Background: an optimization exercise with open tools, aiming at small area, a short achievable clock period and few clock cycles per item. Do not read the settings as production practice.
In this exercise RTL edits were held to simulation tests only and were not proved equivalent to the original.
Power figures rest on the tool's default switching activity, not on a simulated workload.

==> flow/design.v, too long to show whole: its modules and the start of the top module <==
// module modular_reduction_divider: 1396 lines
module modular_reduction_divider (
    input  wire         clk,
    input  wire         rst_n,       
    input  wire [383:0] x,
    input  wire         x_valid,
    output wire [255:0] e,
    output reg          e_valid
);
  // ...
==> flow/run.sh <==
#!/bin/bash
# synth_recipe.tcl (not shown) runs the flow's synth.tcl, then flattens the netlist and writes it again
# the make line also repeats each setting of config.mk as NAME=value (left out here)
make -C /OpenROAD-flow-scripts/flow DESIGN_CONFIG=/design/flow/config.mk WORK_HOME=/design/flow/orfs CLKGATE_MAP_FILE= SYNTH_SCRIPT=/design/flow/synth_recipe.tcl finish
==> flow/config.mk <==
export PLATFORM = sky130hd
export DESIGN_NAME = modular_reduction_divider
export DESIGN_NICKNAME = modular_reduction_divider
export VERILOG_FILES = /design/flow/design.v
export SDC_FILE = /design/flow/constraint.sdc
export NUM_CORES = 4
export LEC_CHECK = 0
export CAP_MARGIN = 20
export CORE_MARGIN = 2
export CORE_UTILIZATION = 30
export CTS_BUF_LIST = sky130_fd_sc_hd__clkbuf_4 sky130_fd_sc_hd__clkbuf_8
export SETUP_SLACK_MARGIN = 1.0
export SLEW_MARGIN = 20
==> flow/constraint.sdc <==
create_clock -name core_clock -period 6.5 [get_ports {clk}]
set_input_delay 1.3000 -clock core_clock [delete_from_list [all_inputs] [get_ports {clk}]]
set_output_delay 1.3000 -clock core_clock [all_outputs]
set_load 0.01 [all_outputs]
==> results.cfg, run 1 <==
[outcome]
status = no timing/DRC/antenna violations

[final_layout]
final_util_pct = 43.4
clock_buffers = 123
seq_area_um2 = 9040
diodes = 65
layout-drive-gt1-share_pct = 27.4
fin_area_um2 = 79400
multi_input_cells = 6027

[sta]
finalHoldViolCount = 0
slew_violations = 0
fmax_ghz = 0.177
finalCritPeriodShare_pct = 87.1

[pwr]
vdd_drop_max_v = 0.000338
total_power_w = 0.0421
combPwrFrac_pct = 73.3

[setup_path]
critPathMaxFanout = 17
rr_worst_depth = 29
r2r-start = f1
cp_slowest_cell = nor2_1
criticalPathCategory = in2reg
max_stage_delay_ps = 530

[synthesis]
seq_area_frac_synth_pct = 16.3
ys.flop_type = dfxtp_1

[cts]
cts.sinks = 451
postCtsSetupRepairBufs = 3

[detailed_routing]
drc = 0
routedWlPerCell_um = 41.6

[die]
die_h_um = 433
initial_core_util_pct = 30.2

[hold_path]
holdPathStages = 1
Testbench counts, summed over its fixed seeds: cycles 22,280, items 768.
==> inputs of run 2 (changes only) <==
--- a/flow/design.v
+++ b/flow/design.v
@@ -1203,163 +1203,65 @@
     wire cg6_47 = cg4_47 | (cp4_47 & cg5_31);
     wire cp6_47 = cp4_47 & cp5_31;
     wire cg6_48 = cg5_48 | (cp5_48 & cg5_31);
     wire cp6_48 = cp5_48 & cp5_31;
     wire cg6_49 = cg5_49 | (cp5_49 & cg5_31);
     wire cp6_49 = cp5_49 & cp5_31;
     wire [253:0] bsum;
     assign bsum[3:0] = dm[3:0];
-    wire [4:0] bs0_1 = dm[8:4] + {4'd0, cm[1]};
-    wire [4:0] bs1_1 = bs0_1 + 5'd1;
-    assign bsum[8:4] = bg[0] ? bs1_1 : bs0_1;
-    wire [4:0] bs0_2 = dm[13:9] + {4'd0, cm[2]};
-    wire [4:0] bs1_2 = bs0_2 + 5'd1;
-    assign bsum[13:9] = cg1_1 ? bs1_2 : bs0_2;
-    wire [4:0] bs0_3 = dm[18:14] + {4'd0, cm[3]};
-    wire [4:0] bs1_3 = bs0_3 + 5'd1;
-    assign bsum[18:14] = cg2_2 ? bs1_3 : bs0_3;
-    wire [4:0] bs0_4 = dm[23:19] + {4'd0, cm[4]};
-    wire [4:0] bs1_4 = bs0_4 + 5'd1;
-    assign bsum[23:19] = cg2_3 ? bs1_4 : bs0_4;
-    wire [4:0] bs0_5 = dm[28:24] + {4'd0, cm[5]};
-    wire [4:0] bs1_5 = bs0_5 + 5'd1;
-    assign bsum[28:24] = cg3_4 ? bs1_5 : bs0_5;
-    wire [4:0] bs0_6 = dm[33:29] + {4'd0, cm[6]};
-    wire [4:0] bs1_6 = bs0_6 + 5'd1;
-    assign bsum[33:29] = cg3_5 ? bs1_6 : bs0_6;
-    wire [4:0] bs0_7 = dm[38:34] + {4'd0, cm[7]};
-    wire [4:0] bs1_7 = bs0_7 + 5'd1;
-    assign bsum[38:34] = cg3_6 ? bs1_7 : bs0_7;
-    wire [4:0] bs0_8 = dm[43:39] + {4'd0, cm[8]};
-    wire [4:0] bs1_8 = bs0_8 + 5'd1;
-    assign bsum[43:39] = cg3_7 ? bs1_8 : bs0_8;
-    wire [4:0] bs0_9 = dm[48:44] + {4'd0, cm[9]};
-    wire [4:0] bs1_9 = bs0_9 + 5'd1;
-    assign bsum[48:44] = cg4_8 ? bs1_9 : bs0_9;
-    wire [4:0] bs0_10 = dm[53:49] + {4'd0, cm[10]};
-    wire [4:0] bs1_10 = bs0_10 + 5'd1;
-    assign bsum[53:49] = cg4_9 ? bs1_10 : bs0_10;
-    wire [4:0] bs0_11 = dm[58:54] + {4'd0, cm[11]};
-    wire [4:0] bs1_11 = bs0_11 + 5'd1;
-    assign bsum[58:54] = cg4_10 ? bs1_11 : bs0_11;
-    wire [4:0] bs0_12 = dm[63:59] + {4'd0, cm[12]};
-    wire [4:0] bs1_12 = bs0_12 + 5'd1;
-    assign bsum[63:59] = cg4_11 ? bs1_12 : bs0_12;
-    wire [4:0] bs0_13 = dm[68:64] + {4'd0, cm[13]};
-    wire [4:0] bs1_13 = bs0_13 + 5'd1;
-    assign bsum[68:64] = cg4_12 ? bs1_13 : bs0_13;
-    wire [4:0] bs0_14 = dm[73:69] + {4'd0, cm[14]};
-    wire [4:0] bs1_14 = bs0_14 + 5'd1;
-    assign bsum[73:69] = cg4_13 ? bs1_14 : bs0_14;
-    wire [4:0] bs0_15 = dm[78:74] + {4'd0, cm[15]};
-    wire [4:0] bs1_15 = bs0_15 + 5'd1;
-    assign bsum[78:74] = cg4_14 ? bs1_15 : bs0_15;
-    wire [4:0] bs0_16 = dm[83:79] + {4'd0, cm[16]};
-    wire [4:0] bs1_16 = bs0_16 + 5'd1;
-    assign bsum[83:79] = cg4_15 ? bs1_16 : bs0_16;
-    wire [4:0] bs0_17 = dm[88:84] + {4'd0, cm[17]};
-    wire [4:0] bs1_17 = bs0_17 + 5'd1;
-    assign bsum[88:84] = cg5_16 ? bs1_17 : bs0_17;
-    wire [4:0] bs0_18 = dm[93:89] + {4'd0, cm[18]};
-    wire [4:0] bs1_18 = bs0_18 + 5'd1;
-    assign bsum[93:89] = cg5_17 ? bs1_18 : bs0_18;
-    wire [4:0] bs0_19 = dm[98:94] + {4'd0, cm[19]};
-    wire [4:0] bs1_19 = bs0_19 + 5'd1;
-    assign bsum[98:94] = cg5_18 ? bs1_19 : bs0_19;
-    wire [4:0] bs0_20 = dm[103:99] + {4'd0, cm[20]};
-    wire [4:0] bs1_20 = bs0_20 + 5'd1;
-    assign bsum[103:99] = cg5_19 ? bs1_20 : bs0_20;
-    wire [4:0] bs0_21 = dm[108:104] + {4'd0, cm[21]};
-    wire [4:0] bs1_21 = bs0_21 + 5'd1;
-    assign bsum[108:104] = cg5_20 ? bs1_21 : bs0_21;
-    wire [4:0] bs0_22 = dm[113:109] + {4'd0, cm[22]};
-    wire [4:0] bs1_22 = bs0_22 + 5'd1;
-    assign bsum[113:109] = cg5_21 ? bs1_22 : bs0_22;
-    wire [4:0] bs0_23 = dm[118:114] + {4'd0, cm[23]};
-    wire [4:0] bs1_23 = bs0_23 + 5'd1;
-    assign bsum[118:114] = cg5_22 ? bs1_23 : bs0_23;
-    wire [4:0] bs0_24 = dm[123:119] + {4'd0, cm[24]};
-    wire [4:0] bs1_24 = bs0_24 + 5'd1;
-    assign bsum[123:119] = cg5_23 ? bs1_24 : bs0_24;
-    wire [4:0] bs0_25 = dm[128:124] + {4'd0, cm[25]};
-    wire [4:0] bs1_25 = bs0_25 + 5'd1;
-    assign bsum[128:124] = cg5_24 ? bs1_25 : bs0_25;
-    wire [4:0] bs0_26 = dm[133:129] + {4'd0, cm[26]};
-    wire [4:0] bs1_26 = bs0_26 + 5'd1;
-    assign bsum[133:129] = cg5_25 ? bs1_26 : bs0_26;
-    wire [4:0] bs0_27 = dm[138:134] + {4'd0, cm[27]};
-    wire [4:0] bs1_27 = bs0_27 + 5'd1;
-    assign bsum[138:134] = cg5_26 ? bs1_27 : bs0_27;
-    wire [4:0] bs0_28 = dm[143:139] + {4'd0, cm[28]};
-    wire [4:0] bs1_28 = bs0_28 + 5'd1;
-    assign bsum[143:139] = cg5_27 ? bs1_28 : bs0_28;
-    wire [4:0] bs0_29 = dm[148:144] + {4'd0, cm[29]};
-    wire [4:0] bs1_29 = bs0_29 + 5'd1;
-    assign bsum[148:144] = cg5_28 ? bs1_29 : bs0_29;
-    wire [4:0] bs0_30 = dm[153:149] + {4'd0, cm[30]};
-    wire [4:0] bs1_30 = bs0_30 + 5'd1;
-    assign bsum[153:149] = cg5_29 ? bs1_30 : bs0_30;
-    wire [4:0] bs0_31 = dm[158:154] + {4'd0, cm[31]};
-    wire [4:0] bs1_31 = bs0_31 + 5'd1;
-    assign bsum[158:154] = cg5_30 ? bs1_31 : bs0_31;
-    wire [4:0] bs0_32 = dm[163:159] + {4'd0, cm[32]};
-    wire [4:0] bs1_32 = bs0_32 + 5'd1;
-    assign bsum[163:159] = cg5_31 ? bs1_32 : bs0_32;
-    wire [4:0] bs0_33 = dm[168:164] + {4'd0, cm[33]};
-    wire [4:0] bs1_33 = bs0_33 + 5'd1;
-    assign bsum[168:164] = cg6_32 ? bs1_33 : bs0_33;
-    wire [4:0] bs0_34 = dm[173:169] + {4'd0, cm[34]};
-    wire [4:0] bs1_34 = bs0_34 + 5'd1;
-    assign bsum[173:169] = cg6_33 ? bs1_34 : bs0_34;
-    wire [4:0] bs0_35 = dm[178:174] + {4'd0, cm[35]};
-    wire [4:0] bs1_35 = bs0_35 + 5'd1;
-    assign bsum[178:174] = cg6_34 ? bs1_35 : bs0_35;
-    wire [4:0] bs0_36 = dm[183:179] + {4'd0, cm[36]};
-    wire [4:0] bs1_36 = bs0_36 + 5'd1;
-    assign bsum[183:179] = cg6_35 ? bs1_36 : bs0_36;
-    wire [4:0] bs0_37 = dm[188:184] + {4'd0, cm[37]};
-    wire [4:0] bs1_37 = bs0_37 + 5'd1;
-    assign bsum[188:184] = cg6_36 ? bs1_37 : bs0_37;
-    wire [4:0] bs0_38 = dm[193:189] + {4'd0, cm[38]};
-    wire [4:0] bs1_38 = bs0_38 + 5'd1;
-    assign bsum[193:189] = cg6_37 ? bs1_38 : bs0_38;
-    wire [4:0] bs0_39 = dm[198:194] + {4'd0, cm[39]};
-    wire [4:0] bs1_39 = bs0_39 + 5'd1;
-    assign bsum[198:194] = cg6_38 ? bs1_39 : bs0_39;
-    wire [4:0] bs0_40 = dm[203:199] + {4'd0, cm[40]};
-    wire [4:0] bs1_40 = bs0_40 + 5'd1;
-    assign bsum[203:199] = cg6_39 ? bs1_40 : bs0_40;
-    wire [4:0] bs0_41 = dm[208:204] + {4'd0, cm[41]};
-    wire [4:0] bs1_41 = bs0_41 + 5'd1;
-    assign bsum[208:204] = cg6_40 ? bs1_41 : bs0_41;
-    wire [4:0] bs0_42 = dm[213:209] + {4'd0, cm[42]};
-    wire [4:0] bs1_42 = bs0_42 + 5'd1;
-    assign bsum[213:209] = cg6_41 ? bs1_42 : bs0_42;
-    wire [4:0] bs0_43 = dm[218:214] + {4'd0, cm[43]};
-    wire [4:0] bs1_43 = bs0_43 + 5'd1;
-    assign bsum[218:214] = cg6_42 ? bs1_43 : bs0_43;
-    wire [4:0] bs0_44 = dm[223:219] + {4'd0, cm[44]};
-    wire [4:0] bs1_44 = bs0_44 + 5'd1;
-    assign bsum[223:219] = cg6_43 ? bs1_44 : bs0_44;
-    wire [4:0] bs0_45 = dm[228:224] + {4'd0, cm[45]};
-    wire [4:0] bs1_45 = bs0_45 + 5'd1;
-    assign bsum[228:224] = cg6_44 ? bs1_45 : bs0_45;
-    wire [4:0] bs0_46 = dm[233:229] + {4'd0, cm[46]};
-    wire [4:0] bs1_46 = bs0_46 + 5'd1;
-    assign bsum[233:229] = cg6_45 ? bs1_46 : bs0_46;
-    wire [4:0] bs0_47 = dm[238:234] + {4'd0, cm[47]};
-    wire [4:0] bs1_47 = bs0_47 + 5'd1;
-    assign bsum[238:234] = cg6_46 ? bs1_47 : bs0_47;
-    wire [4:0] bs0_48 = dm[243:239];
-    wire [4:0] bs1_48 = bs0_48 + 5'd1;
-    assign bsum[243:239] = cg6_47 ? bs1_48 : bs0_48;
-    wire [9:0] bs0_49 = dm[253:244] + {9'd0, c254};
-    wire [9:0] bs1_49 = bs0_49 + 10'd1;
-    assign bsum[253:244] = cg6_48 ? bs1_49 : bs0_49;
+    assign bsum[8:4] = dm[8:4] + {4'd0, cm[1]} + {4'd0, bg[0]};
+    assign bsum[13:9] = dm[13:9] + {4'd0, cm[2]} + {4'd0, cg1_1};
+    assign bsum[18:14] = dm[18:14] + {4'd0, cm[3]} + {4'd0, cg2_2};
+    assign bsum[23:19] = dm[23:19] + {4'd0, cm[4]} + {4'd0, cg2_3};
+    assign bsum[28:24] = dm[28:24] + {4'd0, cm[5]} + {4'd0, cg3_4};
+    assign bsum[33:29] = dm[33:29] + {4'd0, cm[6]} + {4'd0, cg3_5};
+    assign bsum[38:34] = dm[38:34] + {4'd0, cm[7]} + {4'd0, cg3_6};
+    assign bsum[43:39] = dm[43:39] + {4'd0, cm[8]} + {4'd0, cg3_7};
+    assign bsum[48:44] = dm[48:44] + {4'd0, cm[9]} + {4'd0, cg4_8};
+    assign bsum[53:49] = dm[53:49] + {4'd0, cm[10]} + {4'd0, cg4_9};
+    assign bsum[58:54] = dm[58:54] + {4'd0, cm[11]} + {4'd0, cg4_10};
+    assign bsum[63:59] = dm[63:59] + {4'd0, cm[12]} + {4'd0, cg4_11};
+    assign bsum[68:64] = dm[68:64] + {4'd0, cm[13]} + {4'd0, cg4_12};
+    assign bsum[73:69] = dm[73:69] + {4'd0, cm[14]} + {4'd0, cg4_13};
+    assign bsum[78:74] = dm[78:74] + {4'd0, cm[15]} + {4'd0, cg4_14};
+    assign bsum[83:79] = dm[83:79] + {4'd0, cm[16]} + {4'd0, cg4_15};
+    assign bsum[88:84] = dm[88:84] + {4'd0, cm[17]} + {4'd0, cg5_16};
+    assign bsum[93:89] = dm[93:89] + {4'd0, cm[18]} + {4'd0, cg5_17};
+    assign bsum[98:94] = dm[98:94] + {4'd0, cm[19]} + {4'd0, cg5_18};
+    assign bsum[103:99] = dm[103:99] + {4'd0, cm[20]} + {4'd0, cg5_19};
+    assign bsum[108:104] = dm[108:104] + {4'd0, cm[21]} + {4'd0, cg5_20};
+    assign bsum[113:109] = dm[113:109] + {4'd0, cm[22]} + {4'd0, cg5_21};
+    assign bsum[118:114] = dm[118:114] + {4'd0, cm[23]} + {4'd0, cg5_22};
+    assign bsum[123:119] = dm[123:119] + {4'd0, cm[24]} + {4'd0, cg5_23};
+    assign bsum[128:124] = dm[128:124] + {4'd0, cm[25]} + {4'd0, cg5_24};
+    assign bsum[133:129] = dm[133:129] + {4'd0, cm[26]} + {4'd0, cg5_25};
+    assign bsum[138:134] = dm[138:134] + {4'd0, cm[27]} + {4'd0, cg5_26};
+    assign bsum[143:139] = dm[143:139] + {4'd0, cm[28]} + {4'd0, cg5_27};
+    assign bsum[148:144] = dm[148:144] + {4'd0, cm[29]} + {4'd0, cg5_28};
+    assign bsum[153:149] = dm[153:149] + {4'd0, cm[30]} + {4'd0, cg5_29};
+    assign bsum[158:154] = dm[158:154] + {4'd0, cm[31]} + {4'd0, cg5_30};
+    assign bsum[163:159] = dm[163:159] + {4'd0, cm[32]} + {4'd0, cg5_31};
+    assign bsum[168:164] = dm[168:164] + {4'd0, cm[33]} + {4'd0, cg6_32};
+    assign bsum[173:169] = dm[173:169] + {4'd0, cm[34]} + {4'd0, cg6_33};
+    assign bsum[178:174] = dm[178:174] + {4'd0, cm[35]} + {4'd0, cg6_34};
+    assign bsum[183:179] = dm[183:179] + {4'd0, cm[36]} + {4'd0, cg6_35};
+    assign bsum[188:184] = dm[188:184] + {4'd0, cm[37]} + {4'd0, cg6_36};
+    assign bsum[193:189] = dm[193:189] + {4'd0, cm[38]} + {4'd0, cg6_37};
+    assign bsum[198:194] = dm[198:194] + {4'd0, cm[39]} + {4'd0, cg6_38};
+    assign bsum[203:199] = dm[203:199] + {4'd0, cm[40]} + {4'd0, cg6_39};
+    assign bsum[208:204] = dm[208:204] + {4'd0, cm[41]} + {4'd0, cg6_40};
+    assign bsum[213:209] = dm[213:209] + {4'd0, cm[42]} + {4'd0, cg6_41};
+    assign bsum[218:214] = dm[218:214] + {4'd0, cm[43]} + {4'd0, cg6_42};
+    assign bsum[223:219] = dm[223:219] + {4'd0, cm[44]} + {4'd0, cg6_43};
+    assign bsum[228:224] = dm[228:224] + {4'd0, cm[45]} + {4'd0, cg6_44};
+    assign bsum[233:229] = dm[233:229] + {4'd0, cm[46]} + {4'd0, cg6_45};
+    assign bsum[238:234] = dm[238:234] + {4'd0, cm[47]} + {4'd0, cg6_46};
+    assign bsum[243:239] = dm[243:239] + {4'd0, cg6_47};
+    assign bsum[253:244] = dm[253:244] + {9'd0, c254} + {9'd0, cg6_48};
     assign e = {2'b00, v[253:0]};
     always @(posedge clk) begin
         v[263:254] <= {top[9:1], fin ? top[0] : tn[5]};
         v[253:0]   <= f2 ? bsum : {tn[4:0], s};
         cr       <= cn[49:1];
         if (busy)
             xr <= {xr[119:0], 5'd0};
         else
==> results.cfg, run 2 <==
[outcome]
status = no timing/DRC/antenna violations

[synthesis]
yosys.area.top_type = dfxtp_1
synth-xor-area-share_pct = 7.34
syn_area_um2 = 48200
seq_area_frac_synth_pct = 18.7
syn_avg_cell_area_um2 = 7.59
synth_adder_area_share_pct = 13.5
synthSimpleGateAreaFrac_pct = 28.0
synth_cells = 6348
synth_top_area_share_pct = 18.7
synthArstFlopShare_pct = 0
ys.flop_type = dfxtp_1
ys_types = 106
yosys-top-cells-count = 725 x nand2_1, 548 x nor2_1, 451 x dfxtp_1
synth_most_common_cell = nand2_1
ys.warnings.count = 1
synthMuxAreaShare_pct = 10.3
ys_ff_latch = 451
synth_top_family_by_area = simple AND/OR/NAND/NOR gates
synth_area_leaders = dfxtp_1 19%, mux2_2 8.8%, ha_1 6.9%
synth_compound_area_share_pct = 13.4
synth_edf_count = 0

[detailed_routing]
viasPerCell = 6.17
ant_nets = 0
routedWlPerCell_um = 41.6
num_vias = 63900
drc = 0
dr.pass1.iters = 7
drt_wl_total_um = 431000
drt_iter0_drc = 10100

[setup_path]
regToRegSetupSlack_ps = 860
crit_path_end_kind = flip-flop
critical_path_buf_inv_count = 10
startpoint = x[379]
critPathMostFrequentCell = buf_4
crit_family = buffers and inverters
cp.required_ps = 7170
criticalPathCategory = in2reg
cp_slowest_cell = clkdlybuf4s50_1
critPathMaxFanout = 8
critical_path_arrival_ps = 6430
max_stage_delay_ps = 590
r2r-start = f1
start_kind = input port

[sta]
rsz0062_at_grt = true
fmax_ghz = 0.173
fin_skew_ps = 58.6
tightest_slew_ps = 1150
finalCritPeriodShare_pct = 88.7
finalHoldViolCount = 0
max-slew-margin-rel_pct = 22.5
fin_tns_setup_ps = 0
holdWs_ps = 442
fin_crit_ps = 5770
finalSetupViolations = 0
slew_violations = 0

[cts]
ctsLongestPathBuffers = 3
insertion_delay_ps = 860
cts_tree = built
root_buffer = clkbuf_8
path_clk_slew_ps = 60
cts.sinks = 451
ctsHoldBuffers = 0
cts_made_buffers = 82
cts-htree-levels = 3

[final_layout]
layout-area-overhead-vs-synth_pct = 47.4
largest_reg_flops = 264
layout_common_cells = 1566 x buf_4, 711 x nand2_1, 641 x clkdlybuf4s50_1
top_register = v
reg_top3 = v (264), xr (125), cr (49)
final_nets = 8957
layout-drive-gt1-share_pct = 29.9
mostFrequentLayoutCell = buf_4

[pwr]
leakage_nw = 32.9
vdd_drop_max_v = 0.000334
p_per_area_nw_per_um2 = 497

[die]
initial_core_util_pct = 30.1
fp.dieArea_um2 = 164000
core_area_um2 = 160000
rows = 147
die_h_um = 405
ioPinCount = 644
die-width_um = 405

[grt]
grt_use_total_pct = 50.8
grt_first_pass_wirelength_um = 553000
overflow = 0
grt_pass1_vias = 60100
grt_max_degree = 201
antenna_found_initial = 89

[placement]
portBuffers = 641
gp_congestion = 1.25
dpl.hpwl_um = 362000

[hold_path]
hp-start = xr[40]
hold_path_class = reg2reg

[run]
maxCapViolCount = 0
==> run 2: cell count changes after synthesis, moves of 47 or more <==
cell	previous run	this run
clkbuf_1	391	295
mux2i_1	176	75
nand3_1	290	343
o22ai_1	78	15
nor2_1	614	548
o21ai_0	456	316
ha_1	359	266
a21oi_1	586	299
fa_1	101	148
xor2_1	268	154
==> run 2: path summary, 6_finish.rpt <==
kind / endpoint / cells after the start
worst max register to register: v[28] / 25
worst min-delay path: xr[45] / 1
worst max-delay path: v[28] / 25
worst min register to register: xr[45] / 1
==> run 2: cell families (layout without fill, tap and decap cells) <==
group | after synthesis | in the layout
simple gates | 2709 | 2709
compound gates | 1056 | 1056
buf+inv | 841 | 2706
mux | 451 | 451
flops | 451 | 451
fa+ha+maj | 435 | 435
xor+xnor | 404 | 404
other cells | 1 | 60
==> run 2: metal layers <==
layer | global-route usage [%] | vias to the layer above | part of all wire [%]
met3 | 20.5 | 1471 | 13
met2 | 70.4 | 5211 | 39
met4 | 38.8 | 61 | 9.3
li1 | - | 26000 | -
met5 | 0.833 | - | 0.15
met1 | 62.2 | 31200 | 39
==> run 2: cell type report <==
cell class	count	area (um2)
Clock buffer	125	1590
Tap cell	2086	2610
Clock inverter	17	156
Inverter	234	880
Fill cell	15700	89000
Sequential cell	451	9040
Multi-Input combinational cell	5057	36000
Timing Repair Buffer	2330	20600
Antenna cell	58	145
==> run 2: stage by stage <==
step	power, W	utilization [%]	worst slack (ps)	area [um2]	cells
floorplan	0.0187	-	1500	48200	6349
global placement	0.0301	42.7	-1050	68400	10100
detailed placement	0.0308	42.8	-467	68400	10100
CTS	0.0340	44.0	1000	70400	10300
global route	0.0366	44.3	823	71000	10300
finish	0.0353	44.4	734	71000	10400
==> run 2: what timing repair did <==
action / CTS / global route
buffers inserted: 1 / 11
setup endpoints to repair: 128 / 92
resized for setup: 46 / 89
gates cloned: 0 / 0
pin swaps: 4 / 11
==> run 2: power breakdown <==
part / total (W) / switching [W] / internal [W]
Clock: 0.00301 / 0.00143 / 0.00158
Combinational: 0.0249 / 0.0138 / 0.0111
Sequential: 0.00741 / 0.00334 / 0.00407
Total: 0.0353 / 0.0186 / 0.0168
Testbench counts of run 2, summed over its fixed seeds: cycles 22,280, items 768.
==> inputs of run 3 (changes only) <==
--- a/flow/config.mk
+++ b/flow/config.mk
@@ -11,2 +11,3 @@
 export CTS_BUF_LIST = sky130_fd_sc_hd__clkbuf_4 sky130_fd_sc_hd__clkbuf_8
+export GPL_TIMING_DRIVEN = 0
 export SETUP_SLACK_MARGIN = 1.0
==> results.cfg, run 3 <==
[outcome]
status = no timing/DRC/antenna violations

[placement]
gp_congestion = 1.28
portBuffers = 641
dpl.hpwl_um = 333000
dp_slack_ps = -2210

[cts]
cts-htree-levels = 3
root_buffer = clkbuf_8
cts_tree = built
path_clk_slew_ps = 60
cts.sinks = 451
insertion_delay_ps = 890
cts_made_buffers = 90
ctsLongestPathBuffers = 3

[setup_path]
cp.depth = 13
max_stage_delay_ps = 1070
critPathMostFrequentCell = nor2_1
startpoint = x[383]
r2r-start = busy
r2r-end = v[238]
rr_worst_depth = 15
start_kind = input port
cp-endpoint = v[93]
crit_path_end_kind = flip-flop
criticalPathCategory = in2reg
critical_path_arrival_ps = 6630
critPathMaxFanout = 9
cp.required_ps = 7300
crit_family = simple AND/OR/NAND/NOR gates
critical_path_buf_inv_count = 1
crit_chain = clkdlybuf4s50_1 -> nor2b_4 -> a31oi_4 -> nor2_1 -> nand2_2 -> nand2_1 -> nor2_1 -> nand3_1 -> nor4_1 -> nand4_1 -> ha_1 -> xor2_1 -> o21ai_0
cp_slowest_cell = nor4_1
regToRegSetupSlack_ps = 680

[final_layout]
largest_reg_flops = 264
layout_common_cells = 640 x clkdlybuf4s50_1, 590 x nand2_1, 449 x dfxtp_1
layout-area-overhead-vs-synth_pct = 35.9
final_util_pct = 40.9
layout-drive-gt1-share_pct = 23.5
top_register = v
reg_top3 = v (264), xr (125), cr (49)
final_nets = 8117
mostFrequentLayoutCell = clkdlybuf4s50_1
n_fill_cell = 16400

[synthesis]
synth_adder_area_share_pct = 13.5
synth_most_common_cell = nand2_1
yosys-top-cells-count = 725 x nand2_1, 548 x nor2_1, 451 x dfxtp_1
ys_ff_latch = 451
ys.flop_type = dfxtp_1
synth_edf_count = 0
synthArstFlopShare_pct = 0
yosys.area.top_type = dfxtp_1
ys_types = 106
synth_area_leaders = dfxtp_1 19%, mux2_2 8.8%, ha_1 6.9%
synthMuxAreaShare_pct = 10.3
seq_area_frac_synth_pct = 18.7
synth_cells = 6348
syn_avg_cell_area_um2 = 7.59
syn_area_um2 = 48200
synth_top_family_by_area = simple AND/OR/NAND/NOR gates
synth_top_area_share_pct = 18.7
synthSimpleGateAreaFrac_pct = 28.0
synth-xor-area-share_pct = 7.34
synth_compound_area_share_pct = 13.4
ys.warnings.count = 1

[die]
initial_core_util_pct = 30.1
die-width_um = 405
fp.dieArea_um2 = 164000
core_area_um2 = 160000
die_h_um = 405
rows = 147
ioPinCount = 644

[sta]
fin_crit_ps = 5840
finalSetupViolations = 0
finalCritPeriodShare_pct = 89.8
layout_setup_ws_ps = 663
tightest_slew_ps = 1320
max-slew-margin-rel_pct = 11.2
fin_skew_ps = 36.9
holdWs_ps = 451
fin_tns_setup_ps = 0
slew_violations = 0
rsz0062_at_grt = true
fmax_ghz = 0.171
finalHoldViolCount = 0

[pwr]
leakage_nw = 28.8
vdd_drop_max_v = 0.000290
p_per_area_nw_per_um2 = 524

[detailed_routing]
drt_wl_total_um = 409000
routedWlPerCell_um = 43.0
drc = 0
num_vias = 59800
viasPerCell = 6.28
dr.pass1.iters = 7
ant_nets = 0
drt_iter0_drc = 7805

[grt]
grt_use_total_pct = 48.5
overflow = 0
grt_first_pass_wirelength_um = 527000
grt_max_degree = 15
grt_pass1_vias = 56300
antenna_found_initial = 81

[run]
maxCapViolCount = 0

[hold_path]
hold_path_class = reg2reg
-- run 3: cell counts after synthesis --
Identical to the previous run, type by type.
-- run 3: report_power, final --
group	total [W]	internal [W]	switching, W
registers	0.00603	0.00407	0.00196
clock network	0.00358	0.00207	0.00151
logic	0.0247	0.00987	0.0149
-- run 3: repair_timing --
action / 4_1_cts / 5_1_grt
pin swaps: 70 / 54
setup buffers: 90 / 54
setup endpoints to repair: 306 / 147
resized for setup: 531 / 217
hold buffers: 0 / 0
-- run 3: worst min path at each step --
| stage | startpoint | endpoint | slack [ps] | depth (start not counted) |
|---|---|---|---|---|
| floorplan | cnt[4] | f0 | 420 | 1 |
| global placement | xr[74] | xr[79] | 430 | 1 |
| detailed placement | xr[6] | xr[11] | 440 | 1 |
| CTS | xr[89] | xr[94] | 460 | 1 |
| global route | xr[76] | xr[81] | 470 | 1 |
| finish | xr[55] | xr[60] | 450 | 1 |
-- run 3: kinds of logic after synthesis --
family | count (synthesis)
fa+ha+maj | 435
compound gates | 1056
other cells | 1
flops | 451
mux | 451
xor+xnor | 404
simple gates | 2709
buf+inv | 841
-- run 3: area by class of cell --
class / count / area (um2) / area share [%]
antenna: 52 / 130 / 0.199
buffer: 607 / 3700 / 5.64
clock buffer: 138 / 1770 / 2.70
clock inverter: 26 / 385 / 0.588
inverter: 234 / 880 / 1.34
multi-input combinational: 5057 / 38200 / 58.3
sequential: 451 / 9030 / 13.8
tap: 2086 / 2610 / 3.98
timing repair buffer: 875 / 8820 / 13.5
-- run 3: worst register-to-register path, stage by stage, from the launching register on --
cell	delay, ps
dfxtp_1	300
clkbuf_2	270
buf_2	320
clkbuf_2	310
a21oi_4	230
clkbuf_2	380
nand2_2	370
nand2_1	260
nor2_1	350
nand4_1	270
nor3_4	420
nand4_1	1000
ha_1	750
a21oi_1	170
xor2_1	180
o21ai_0	90
-- run 3: per-layer routing --
layer / vias up / track usage, % / share of wire (%) / wire (um)
li1: 24400 / - / - / -
met1: 29500 / 58.3 / 39 / 158000
met2: 4575 / 66.9 / 39 / 159000
met3: 1295 / 22.2 / 13 / 54000
met4: 36 / 36.3 / 9.3 / 38000
met5: - / 0 / 0.078 / 320
-- run 3: stage by stage --
step	instances	cell area, um2	total power (W)
2_1_floorplan	6349	48200	0.0187
3_3_place_gp	9076	57200	0.0282
3_5_place_dp	9166	59000	0.0288
4_1_cts	9420	64100	0.0331
5_1_grt	9489	65400	0.0358
6_report	9526	65500	0.0343
==> inputs of run 4 (changes only) <==
--- a/flow/config.mk
+++ b/flow/config.mk
@@ -7,2 +7,3 @@
 export LEC_CHECK = 0
+export ABC_AREA = 1
 export CAP_MARGIN = 20
@@ -11,4 +12,3 @@
 export CTS_BUF_LIST = sky130_fd_sc_hd__clkbuf_4 sky130_fd_sc_hd__clkbuf_8
-export GPL_TIMING_DRIVEN = 0
-export SETUP_SLACK_MARGIN = 1.0
+export SETUP_SLACK_MARGIN = 2.0
 export SLEW_MARGIN = 20
==> results.cfg, run 4 <==
[final_layout]
layout-drive-gt1-share_pct = 22.7
fin_area_um2 = 76500
layout_common_cells = 2676 x nand2_1, 1276 x buf_4, 1047 x inv_1
final_util_pct = 44.6
top_register = v
layout-area-overhead-vs-synth_pct = 47.9
largest_reg_flops = 264
reg_top3 = v (264), xr (125), cr (49)
mostFrequentLayoutCell = nand2_1
final_nets = 11500

[grt]
overflow = 0
grt_first_pass_wirelength_um = 591000
grt_pass1_vias = 69200
grt_max_degree = 151
grt_use_total_pct = 49.9
antenna_found_initial = 85

[pwr]
p_sw_share_pct = 57.2
p_int_w = 0.0164
seq_power_share_pct = 17.8
p_per_area_nw_per_um2 = 500
p_clk_share_pct = 8.4
vdd_drop_max_v = 0.000380
combPwrFrac_pct = 73.8
total_power_w = 0.0383
leakage_nw = 41.8
p_switching_w = 0.0219

[detailed_routing]
drt_wl_total_um = 457000
ant_nets = 0
dr.pass1.iters = 8
viasPerCell = 5.74
num_vias = 75200
drc = 0
drt_iter0_drc = 10700
routedWlPerCell_um = 35.0

[synthesis]
synth_top_area_share_pct = 20.4
synth_area_leaders = nand2_1 20%, dfxtp_1 17%, inv_1 8.2%
syn_area_um2 = 51700
ys.flop_type = dfxtp_1
synth_adder_area_share_pct = 12.2
synth_compound_area_share_pct = 11.0
synthSimpleGateAreaFrac_pct = 43.5
yosys.area.top_type = nand2_1
synth_top_family_by_area = simple AND/OR/NAND/NOR gates
yosys-top-cells-count = 2811 x nand2_1, 1127 x inv_1, 1006 x nor2_1
ys_types = 65
synth_edf_count = 0
synthMuxAreaShare_pct = 0.116
synth-xor-area-share_pct = 1.35
ys.warnings.count = 1
synthArstFlopShare_pct = 0
ys_ff_latch = 451
synth_cells = 8901
syn_avg_cell_area_um2 = 5.81
synth_most_common_cell = nand2_1
seq_area_frac_synth_pct = 17.5

[cts]
cts.sinks = 451
cts_made_buffers = 86
cts_tree = built
cts-htree-levels = 3
ctsLongestPathBuffers = 3
path_clk_slew_ps = 70
root_buffer = clkbuf_8
insertion_delay_ps = 940

[die]
rows = 152
core_area_um2 = 172000
die_h_um = 419
die-width_um = 419
ioPinCount = 644
fp.dieArea_um2 = 176000
initial_core_util_pct = 30.2

[setup_path]
criticalPathCategory = reg2reg
critical_path_buf_inv_count = 9
crit_family = simple AND/OR/NAND/NOR gates
critPathMostFrequentCell = nand2_1
crit_path_end_kind = flip-flop
start_kind = flip-flop
cp_slowest_cell = nor2_1
startpoint = f1
max_stage_delay_ps = 1130
critical_path_arrival_ps = 5840
cp.required_ps = 7320
r2r-start = f1
critPathMaxFanout = 9

[placement]
gp_congestion = 1.24
placed_cell_area_um2 = 68000
portBuffers = 641
dpl.hpwl_um = 383000
dp_slack_ps = 4.82

[sta]
fin_skew_ps = 94.4
fin_crit_ps = 5020
tightest_slew_ps = 1530
holdWs_ps = 422
rsz0062_at_grt = true
finalSetupViolations = 0
finalCritPeriodShare_pct = 77.2
slew_violations = 4
finalHoldViolCount = 0
max-slew-margin-rel_pct = -2.50
layout_setup_ws_ps = 1480
fmax_ghz = 0.199

[hold_path]
hold_path_class = reg2reg
hp-start = xr[67]

[outcome]
status = finished with violations
failed_checks = max-capacitance violations, max-slew violations

[run]
maxCapViolCount = 1
[run 4: changes by cell type after synthesis, moves of 81 or more]
cell / delta
xor2_1: -85
nand2_1: +2086
inv_1: +896
a21oi_1: -94
o21ai_0: +191
clkbuf_1: -114
xnor2_1: -239
a21o_1: -132
nor2_1: +458
nand3_1: +333
mux2_2: -376
nand2b_1: -81
o22ai_1: +83
[run 4: path summary, 6_finish.rpt]
path | cells after the start | slack, ps | to
worst max-delay path | 26 | 1480 | v[158]
worst min-delay path | 2 | 420 | xr[72]
worst max register to register | 26 | 1480 | v[158]
worst min register to register | 2 | 420 | xr[72]
[run 4: per-stage QoR]
stage               instances  TNS, ps
global placement        12600     -867
finish                  13100        0
CTS                     12900        0
detailed placement      12600        0
global route            13000        0
floorplan                8902        0
[run 4: tightest hold or removal path: cells and delay by family, from the launching register on]
kind	cells	cell delay, ps
flops	1	300
simple gates	2	100
[run 4: layout make-up]
type	instances	area, um2
Antenna cell	58	145
Multi-Input combinational cell	6770	38200
Inverter	1186	4680
Sequential cell	451	9070
Timing Repair Buffer	2157	19700
Fill cell	17400	95000
Clock inverter	23	294
Tap cell	2310	2890
Clock buffer	127	1590
[run 4: cell families after synthesis]
logic type	after synthesis
flops	451
simple gates	5265
compound gates	1001
buf+inv	1683
mux	6
xor+xnor	80
other cells	1
fa+ha+maj	414
[run 4: routing by layer]
metal	vias up	global-route usage [%]	part of all wire, %
li1	32100	-	-
met1	35600	59.4	37
met3	1620	18.6	13
met2	5820	71.1	40
met5	-	0.417	0.069
met4	48	41.0	10
[run 4: power by group through the flow]
stage	Sequential, W	Clock, W	Combinational, W
floorplan	0.00534	0	0.0136
global placement	0.00659	0	0.0248
detailed placement	0.00662	0	0.0254
CTS	0.00658	0.00323	0.0260
global route	0.00684	0.00333	0.0297
finish	0.00682	0.00322	0.0282
[run 4: what timing repair did]
action / in CTS / in global routing
resized for setup: 365 / 632
hold buffers: 0 / 0
endpoints found under the setup margin: 278 / 198
cloned: 3 / 2
buffers inserted: 113 / 163
pin swaps: 73 / 168
==> inputs of run 5 (changes only) <==
--- a/flow/config.mk
+++ b/flow/config.mk
@@ -12,2 +12,3 @@
 export CTS_BUF_LIST = sky130_fd_sc_hd__clkbuf_4 sky130_fd_sc_hd__clkbuf_8
+export GPL_TIMING_DRIVEN = 0
 export SETUP_SLACK_MARGIN = 2.0
==> results.cfg, run 5 <==
[die]
die_h_um = 419
initial_core_util_pct = 30.2
rows = 152
fp.dieArea_um2 = 176000
ioPinCount = 644
die-width_um = 419
core_area_um2 = 172000

[placement]
dpl.hpwl_um = 398000
gp_congestion = 1.28
placed_cell_area_um2 = 62100
place_inst = 11900
portBuffers = 641

[synthesis]
synth_adder_area_share_pct = 12.2
synth_cells = 8901
ys_ff_latch = 451
synthMuxAreaShare_pct = 0.116
seq_area_frac_synth_pct = 17.5
ys.flop_type = dfxtp_1
syn_avg_cell_area_um2 = 5.81
synth_top_area_share_pct = 20.4
yosys-top-cells-count = 2811 x nand2_1, 1127 x inv_1, 1006 x nor2_1
synthSimpleGateAreaFrac_pct = 43.5
synth_edf_count = 0
synthArstFlopShare_pct = 0
synth_most_common_cell = nand2_1
ys_types = 65
ys.warnings.count = 1
synth-xor-area-share_pct = 1.35
syn_area_um2 = 51700
synth_area_leaders = nand2_1 20%, dfxtp_1 17%, inv_1 8.2%
synth_compound_area_share_pct = 11.0
synth_top_family_by_area = simple AND/OR/NAND/NOR gates
yosys.area.top_type = nand2_1

[grt]
grt_max_degree = 16
grt_pass1_vias = 68700
antenna_found_initial = 86
overflow = 0
grt_use_total_pct = 54.0
grt_first_pass_wirelength_um = 625000

[setup_path]
critical_path_arrival_ps = 5750
r2r-start = v[251]
criticalPathCategory = in2reg
r2r-end = v[28]
rr_worst_depth = 14
critPathMaxFanout = 10
start_kind = input port
crit_path_end_kind = flip-flop
cp.required_ps = 7320
regToRegSetupSlack_ps = 1590

[sta]
rsz0062_at_grt = true
finalCritPeriodShare_pct = 75.8
fmax_ghz = 0.203
fin_skew_ps = 89.6
tightest_slew_ps = 1330
max-slew-margin-rel_pct = 11.3
slew_violations = 0
finalSetupViolations = 0
finalHoldViolCount = 0
fin_crit_ps = 4920

[hold_path]
hold_end = xr[50]
holdPathStages = 2
hp-start = xr[45]
hold_path_class = reg2reg

[final_layout]
n_fill_cell = 17700
final_nets = 10800
seq_area_um2 = 9050
stdcell_count = 12500
mostFrequentLayoutCell = nand2_1
layout-area-overhead-vs-synth_pct = 41.2
multi_input_area_um2 = 39700
layout-drive-gt1-share_pct = 18.1
layout_common_cells = 2593 x nand2_1, 1041 x inv_1, 881 x nor2_1
largest_reg_flops = 264
fin_area_um2 = 73100
top_register = v
reg_top3 = v (264), xr (125), cr (49)

[detailed_routing]
wl_met2_um = 189000
dr.pass1.iters = 8
viasPerCell = 6.02
wl_met1_um = 178000
met3WireLength_um = 69700
drt_wl_total_um = 492000
top_layer_used = met5
ant_nets = 0
num_vias = 75100
drt_iter0_drc = 11000
routedWlPerCell_um = 39.4
drc = 0

[cts]
root_buffer = clkbuf_8
cts.sinks = 451
cts-htree-levels = 3
insertion_delay_ps = 960
ctsLongestPathBuffers = 3
cts_tree = built
path_clk_slew_ps = 70
cts_made_buffers = 83

[run]
maxCapViolCount = 0

[pwr]
vdd_drop_max_v = 0.000304
p_per_area_nw_per_um2 = 509
leakage_nw = 39.0
total_power_w = 0.0372

[outcome]
status = no timing/DRC/antenna violations
## run 5: cell count changes in the layout (fill, tap and decap cells not counted), sizes merged, moves of 2 or more
cell	delta
inv	-29
clkdlybuf4s15	+3
diode	+11
clkinv	-11
buf	-781
clkbuf	+175
nor2	-2
bufinv	+2
clkinvlp	+38
## run 5: where the power goes
part	internal, W	switching, W	total [W]
Combinational	0.00953	0.0179	0.0275
Clock	0.00174	0.00154	0.00328
Sequential	0.00409	0.00235	0.00644
Total	0.0154	0.0218	0.0372
## run 5: stage by stage
step	worst slack, ps	hold slack [ps]	util (%)	TNS (ps)
global placement	-2570	407	35.6	-213470
floorplan	2060	399	-	0
finish	1580	421	42.6	0
detailed placement	-1500	409	36.2	-106530
global route	1630	439	42.5	0
CTS	1880	416	40.6	0
## run 5: kinds of logic (layout without fill, tap and decap cells)
| kind of cell | Yosys count | count (layout) |
|---|---|---|
| adder cells (fa/ha/maj) | 414 | 414 |
| buffers and inverters | 1683 | 2888 |
| AO/OA/AOI/OAI | 1001 | 1002 |
| AND/OR/NAND/NOR | 5265 | 5266 |
| other | 1 | 71 |
| XOR/XNOR | 80 | 80 |
| flip-flops | 451 | 451 |
| multiplexers | 6 | 6 |
## run 5: worst max-delay path, stage by stage
cell,delay [ps]
dlygate4sd2_1,350
nand2_1,140
o21ai_4,100
buf_4,170
nor2_8,50
buf_6,190
nand3_4,250
buf_8,260
nand2_2,350
nor4_1,980
nand3_1,740
ha_1,600
nand2_1,60
nand2_1,60
o21ai_0,90
## run 5: metal layers
metal / vias up / global-route usage (%)
li1: 30900 / -
met1: 35600 / 62.1
met2: 6609 / 74.3
met3: 1946 / 24.9
met4: 36 / 47.6
met5: - / 1.22
## run 5: cell type report
class | instances | share of cell area, %
antenna | 69 | 0.236
multi-input combinational | 6770 | 54.4
buffer | 497 | 5.04
inverter | 1186 | 6.57
clock inverter | 23 | 0.414
timing repair buffer | 1059 | 14.9
clock buffer | 123 | 2.15
sequential | 451 | 12.4
tap | 2310 | 3.96
## run 5: worst max path at each step
stage / from / to / slack (ps) / cells past startpoint
after floorplan: x[382] / v[254] / 2060 / 22
after global placement: x[382] / v[83] / -2570 / 19
after detailed placement: x[379] / v[213] / -1500 / 20
after CTS: jr[0] / v[254] / 1880 / 25
after global routing: f1 / v[252] / 1630 / 24
final: x[383] / v[28] / 1580 / 15
## run 5: timing repair
action                     CTS  global route
hold buffers                 0             0
pin swaps                  124           130
resized for setup          826           453
buffers inserted           230           139
setup endpoints to repair  305           210
cloned                       0             3
==> inputs of run 6 (changes only) <==
--- a/flow/config.mk
+++ b/flow/config.mk
@@ -13,3 +13,3 @@
 export GPL_TIMING_DRIVEN = 0
-export SETUP_SLACK_MARGIN = 2.0
+export SETUP_SLACK_MARGIN = 1.5
 export SLEW_MARGIN = 20
==> results.cfg, run 6 <==
[outcome]
status = no timing/DRC/antenna violations

[detailed_routing]
routedWlPerCell_um = 39.5
viasPerCell = 6.02
drt_wl_total_um = 486000
ant_nets = 0
dr.pass1.iters = 10
drc = 0
num_vias = 73900
drt_iter0_drc = 10900

[grt]
overflow = 0
met1_usage_pct = 61.7
grt_pass1_vias = 67700
grt-busiest-layer = met2
grt_max_degree = 16
grt_use_total_pct = 53.4
met3_usage_pct = 24.9
met2_usage_pct = 73.5
antenna_found_initial = 74
grt_first_pass_wirelength_um = 619000

[sta]
slew_violations = 0
fin_skew_ps = 86.8
rsz0062_at_grt = true
tightest_slew_ps = 1420
finalCritPeriodShare_pct = 82.3
finalHoldViolCount = 0
finalSetupViolations = 0
max-slew-margin-rel_pct = 5.40
fmax_ghz = 0.187
holdWs_ps = 421
fin_crit_ps = 5350

[pwr]
leakage_nw = 37.1
p_per_area_nw_per_um2 = 528
vdd_drop_max_v = 0.000293

[setup_path]
cp.required_ps = 7250
critPathMaxFanout = 10
start_kind = input port
critical_path_arrival_ps = 6100
max_stage_delay_ps = 850
cp_slowest_cell = nor3_1
critPathMostFrequentCell = nand2_1
crit_chain = clkdlybuf4s50_1 -> inv_2 -> nor2_1 -> inv_1 -> nand2_4 -> nand2_8 -> buf_12 -> nor2_4 -> buf_12 -> nand2_8 -> clkbuf_2 -> nand2_1 -> inv_1 -> nand4_1 -> nor3_1 -> nand2_1 -> ha_1 -> a21oi_1 -> nand2_1 -> nand2_1 -> o22ai_1
crit_path_end_kind = flip-flop
criticalPathCategory = in2reg
critical_path_buf_inv_count = 7
crit_family = simple AND/OR/NAND/NOR gates

[synthesis]
seq_area_frac_synth_pct = 17.5
syn_area_um2 = 51700
synth_most_common_cell = nand2_1
ys.flop_type = dfxtp_1
synth_edf_count = 0
yosys.area.top_type = nand2_1
yosys-top-cells-count = 2811 x nand2_1, 1127 x inv_1, 1006 x nor2_1
syn_avg_cell_area_um2 = 5.81
synthArstFlopShare_pct = 0
ys_types = 65
synth_area_leaders = nand2_1 20%, dfxtp_1 17%, inv_1 8.2%
synth_top_area_share_pct = 20.4
ys_ff_latch = 451
ys.warnings.count = 1
synth_cells = 8901

[die]
die_h_um = 419
rows = 152
die-width_um = 419
core_area_um2 = 172000
initial_core_util_pct = 30.2
ioPinCount = 644
fp.dieArea_um2 = 176000

[cts]
cts.sinks = 451
path_clk_slew_ps = 70
root_buffer = clkbuf_8
cts_made_buffers = 83
ctsHoldBuffers = 0
insertion_delay_ps = 930
ctsLongestPathBuffers = 3
cts-htree-levels = 3
cts_tree = built

[final_layout]
layout_common_cells = 2689 x nand2_1, 1079 x inv_1, 923 x nor2_1
layout-drive-gt1-share_pct = 13.3
stdcell_count = 12300
n_fill_cell = 18100
final_nets = 10600
fin_area_um2 = 68300
top_register = v
layout-area-overhead-vs-synth_pct = 32.1
reg_top3 = v (264), xr (125), cr (49)
mostFrequentLayoutCell = nand2_1
largest_reg_flops = 264

[placement]
place_inst = 11900
gp_congestion = 1.28
placed_cell_area_um2 = 62100
portBuffers = 641
dpl.hpwl_um = 398000

[hold_path]
hold_path_class = reg2reg

[run]
maxCapViolCount = 0
run 6: per-layer routing:
metal | vias to the layer above | routed length, um
met5 | - | 738
met4 | 54 | 52800
met3 | 1793 | 68100
met2 | 6436 | 188000
met1 | 35200 | 177000
li1 | 30500 | -
run 6: path summary, 6_finish.rpt:
| path | start | endpoint | slack [ps] | cells past startpoint |
|---|---|---|---|---|
| max | x[380] | v[8] | 1150 | 21 |
| min | xr[45] | xr[50] | 420 | 2 |
| max reg2reg | v[252] | v[8] | 1230 | 19 |
| min reg2reg | xr[45] | xr[50] | 420 | 2 |
run 6: repair_timing:
| action | in CTS | in global routing |
|---|---|---|
| setup buffers | 83 | 81 |
| gates cloned | 0 | 0 |
| pin swaps | 42 | 52 |
| resized for setup | 474 | 197 |
| setup endpoints to repair | 290 | 152 |
run 6: cell type report:
class	count	area, um2	share of cell area, %
clock inverter	23	303	0.443
sequential	451	9030	13.2
tap	2310	2890	4.23
clock buffer	123	1570	2.30
buffer	497	3420	5.00
inverter	1186	4670	6.84
timing repair buffer	853	8700	12.7
antenna	73	183	0.267
multi-input combinational	6768	37600	55.0
run 6: worst min-delay path: stages, from the launching register on:
cell and delay, ps:
dfxtp_1 310, nand2_1 50, nand2_1 50
run 6: power by group:
| part | total (W) | switching (W) | leakage [nW] | internal, W |
|---|---|---|---|---|
| logic | 0.0264 | 0.0175 | 32.3 | 0.00885 |
| clock network | 0.00327 | 0.00153 | 0.984 | 0.00174 |
| registers | 0.00644 | 0.00235 | 3.80 | 0.00408 |
| total | 0.0361 | 0.0214 | 37.1 | 0.0147 |
run 6: through the flow:
| stage | setup WS, ps | total power [W] | utilization, % | TNS [ps] |
|---|---|---|---|---|
| floorplan | 2060 | 0.0189 | - | 0 |
| global placement | -2570 | 0.0293 | 35.6 | -213470 |
| detailed placement | -1500 | 0.0302 | 36.2 | -106530 |
| CTS | 1270 | 0.0342 | 38.8 | 0 |
| global route | 1340 | 0.0374 | 39.8 | 0 |
| finish | 1150 | 0.0361 | 39.8 | 0 |
run 6: logic make-up after synthesis:
logic type	Yosys count	share of synthesized area, %
buffers and inverters	1683	14.4
adder cells (fa/ha/maj)	414	12.2
AND/OR/NAND/NOR	5265	43.5
multiplexers	6	0.116
AO/OA/AOI/OAI	1001	11.0
XOR/XNOR	80	1.35
other	1	0.00725
flip-flops	451	17.5
==> inputs of run 7 (changes only) <==
--- a/flow/config.mk
+++ b/flow/config.mk
@@ -13,3 +13,3 @@
 export GPL_TIMING_DRIVEN = 0
-export SETUP_SLACK_MARGIN = 1.5
+export SETUP_SLACK_MARGIN = 2.5
 export SLEW_MARGIN = 20
==> results.cfg, run 7 <==
[grt]
antenna_found_initial = 74
grt_max_degree = 16
grt_use_total_pct = 54.4
overflow = 0
grt_pass1_vias = 68800
grt_first_pass_wirelength_um = 630000

[detailed_routing]
drt_iter0_drc = 11900
drc = 0
drt_wl_total_um = 511000
dr.pass1.iters = 10
viasPerCell = 6.03
routedWlPerCell_um = 39.1
num_vias = 78900
ant_nets = 0

[hold_path]
hold_path_class = reg2reg

[placement]
place_inst = 11900
dp_slack_ps = -1320
portBuffers = 641
placed_cell_area_um2 = 62500
gp_congestion = 1.25
dpl.hpwl_um = 402000

[final_layout]
stdcell_count = 13100
seq_area_um2 = 9050
n_fill_cell = 16700
top_register = v
reg_top3 = v (264), xr (125), cr (49)
layout-drive-gt1-share_pct = 28.7
final_nets = 11500
layout_common_cells = 2466 x nand2_1, 942 x inv_1, 917 x buf_4
largest_reg_flops = 264
mostFrequentLayoutCell = nand2_1
multi_input_area_um2 = 44100
layout-area-overhead-vs-synth_pct = 63.3
fin_area_um2 = 84500

[setup_path]
critical_path_arrival_ps = 5810
criticalPathCategory = reg2reg
cp.required_ps = 7230
start_kind = flip-flop
crit_path_end_kind = flip-flop
regToRegSetupSlack_ps = 1420
critPathMaxFanout = 7

[sta]
rsz0062_at_grt = true
slew_violations = 0
fmax_ghz = 0.197
max-slew-margin-rel_pct = 1.58
tightest_slew_ps = 1480
finalCritPeriodShare_pct = 78.1
layout_setup_ws_ps = 1420
holdWs_ps = 422
finalSetupViolations = 0
fin_tns_setup_ps = 0
fin_crit_ps = 5080
fin_skew_ps = 77.9
finalHoldViolCount = 0

[cts]
cts-htree-levels = 3
root_buffer = clkbuf_8
ctsHoldBuffers = 0
cts.sinks = 451
cts_made_buffers = 86
cts_tree = built
path_clk_slew_ps = 60
insertion_delay_ps = 900
ctsLongestPathBuffers = 3

[synthesis]
synth_top_area_share_pct = 20.4
syn_area_um2 = 51700
synth_adder_area_share_pct = 12.2
synth_cells = 8901
ys.flop_type = dfxtp_1
synth_area_leaders = nand2_1 20%, dfxtp_1 17%, inv_1 8.2%
synth_top_family_by_area = simple AND/OR/NAND/NOR gates
yosys-top-cells-count = 2811 x nand2_1, 1127 x inv_1, 1006 x nor2_1
synth_compound_area_share_pct = 11.0
synthMuxAreaShare_pct = 0.116
seq_area_frac_synth_pct = 17.5
synth-xor-area-share_pct = 1.35
ys_types = 65
synthArstFlopShare_pct = 0
yosys.area.top_type = nand2_1
syn_avg_cell_area_um2 = 5.81
synth_edf_count = 0
ys.warnings.count = 1
synthSimpleGateAreaFrac_pct = 43.5
synth_most_common_cell = nand2_1
ys_ff_latch = 451

[outcome]
status = no timing/DRC/antenna violations

[die]
ioPinCount = 644
die_h_um = 419
die-width_um = 419
initial_core_util_pct = 30.2
rows = 152
core_area_um2 = 172000
fp.dieArea_um2 = 176000

[pwr]
leakage_nw = 43.5
p_per_area_nw_per_um2 = 483
vdd_drop_max_v = 0.000391

[run]
maxCapViolCount = 0
[run 7: cell families after synthesis]
family | Yosys count
adders and majority gates | 414
xor gates and xnor gates | 80
AOI/OAI and AO/OA | 1001
buffers and inverters | 1683
DFF | 451
muxes | 6
and+or+nand+nor | 5265
other | 1
[run 7: final timing paths]
path           from      to  cells past startpoint
max              f1  v[252]                     27
max reg2reg      f1  v[252]                     27
min reg2reg  xr[69]  xr[74]                      2
min          xr[69]  xr[74]                      2
[run 7: repair_timing]
action,CTS,global route
pin swaps,139,420
gates resized for setup,725,1912
endpoints found under the setup margin,331,302
buffers inserted,256,712
gates cloned,2,5
[run 7: final cells by class]
type,count,area share (%)
timing repair buffer,1667,20.6
inverter,1186,6.11
clock buffer,127,1.90
buffer,497,4.62
multi-input combinational,6769,52.2
tap,2310,3.42
sequential,451,10.7
antenna,58,0.172
clock inverter,23,0.317
[run 7: report_power, final]
part	internal [W]	leakage [nW]	switching (W)
Sequential	0.00409	3.80	0.00240
Clock	0.00172	0.999	0.00156
Combinational	0.0116	38.7	0.0195
Total	0.0174	43.5	0.0235
[run 7: through the flow]
| step | power [W] | utilization [%] |
|---|---|---|
| 2_1_floorplan | 0.0191 | - |
| 5_1_grt | 0.0420 | 49.2 |
| 4_1_cts | 0.0349 | 40.7 |
| 3_3_place_gp | 0.0295 | 35.8 |
| 3_5_place_dp | 0.0304 | 36.5 |
| 6_report | 0.0408 | 49.3 |
[run 7: routing by layer]
metal  vias to the layer above  track usage (%)  wire length, um
met3                      2242             25.7            76100
met5                         -            0.695              828
li1                      32200                -                -
met1                     37200             62.4           180000
met4                        50             47.5            58300
met2                      7216             75.0           196000
[run 7: critical path, cell delays in order (launching register included)]
cell and delay [ps]:
dfxtp_4 360, buf_6 130, nand2_4 60, nand2_4 60, o21ai_4 240, a21oi_4 90
clkinv_4 100, buf_12 120, nor2_8 60, buf_12 160, nand2_8 110, buf_12 120
buf_16 150, nand2_4 70, inv_4 100, nand4_1 490, nor3_4 760, nand3_4 210
ha_4 340, inv_4 40, nor2_4 110, nor2_2 60, o21bai_2 220, nand4_1 170
buf_4 170, buf_4 120, xnor2_1 150, o22ai_1 90

-- static timing again, ports no longer ideal --
Ports are ideal in the flow. The routed layouts listed here were re-timed in OpenROAD. Step 1 assumes that a clkbuf_16 drives the clock port and a buf_2 every other input. Step 2 also shifts input and output timing later by t, the mid clock arrival at the registers, as if the neighbouring blocks saw the same clock. Slacks: ideal ports / drivers / drivers and shift; pairs: ideal ports / drivers.
run	t (ns)	setup slack, ns	hold WS [ns]	clock arrival spread, ns
run 1	0.961	0.838 / 0.880 / -0.055	0.438 / 0.438 / 0.438	0.106 / 0.106
run 2	0.922	0.734 / 0.785 / -0.138	0.442 / 0.442 / 0.442	0.059 / 0.059
run 3	0.964	0.663 / 0.678 / -0.268	0.451 / 0.451 / 0.451	0.037 / 0.037
run 4	0.986	1.482 / 1.482 / 0.694	0.422 / 0.422 / 0.422	0.095 / 0.094
run 5	1.006	1.575 / 1.588 / 0.583	0.421 / 0.421 / 0.421	0.089 / 0.090
run 6	0.987	1.150 / 1.178 / 0.191	0.421 / 0.421 / 0.421	0.087 / 0.087
run 7	0.954	1.424 / 1.424 / 0.521	0.422 / 0.422 / 0.422	0.078 / 0.078
With both steps, setup timing fails in run 1, run 2 and run 3, where it was met with ideal ports. For run 5, which loses most, drivers alone change the setup slack by +0.013 ns; drivers and shift together by -0.992 ns.
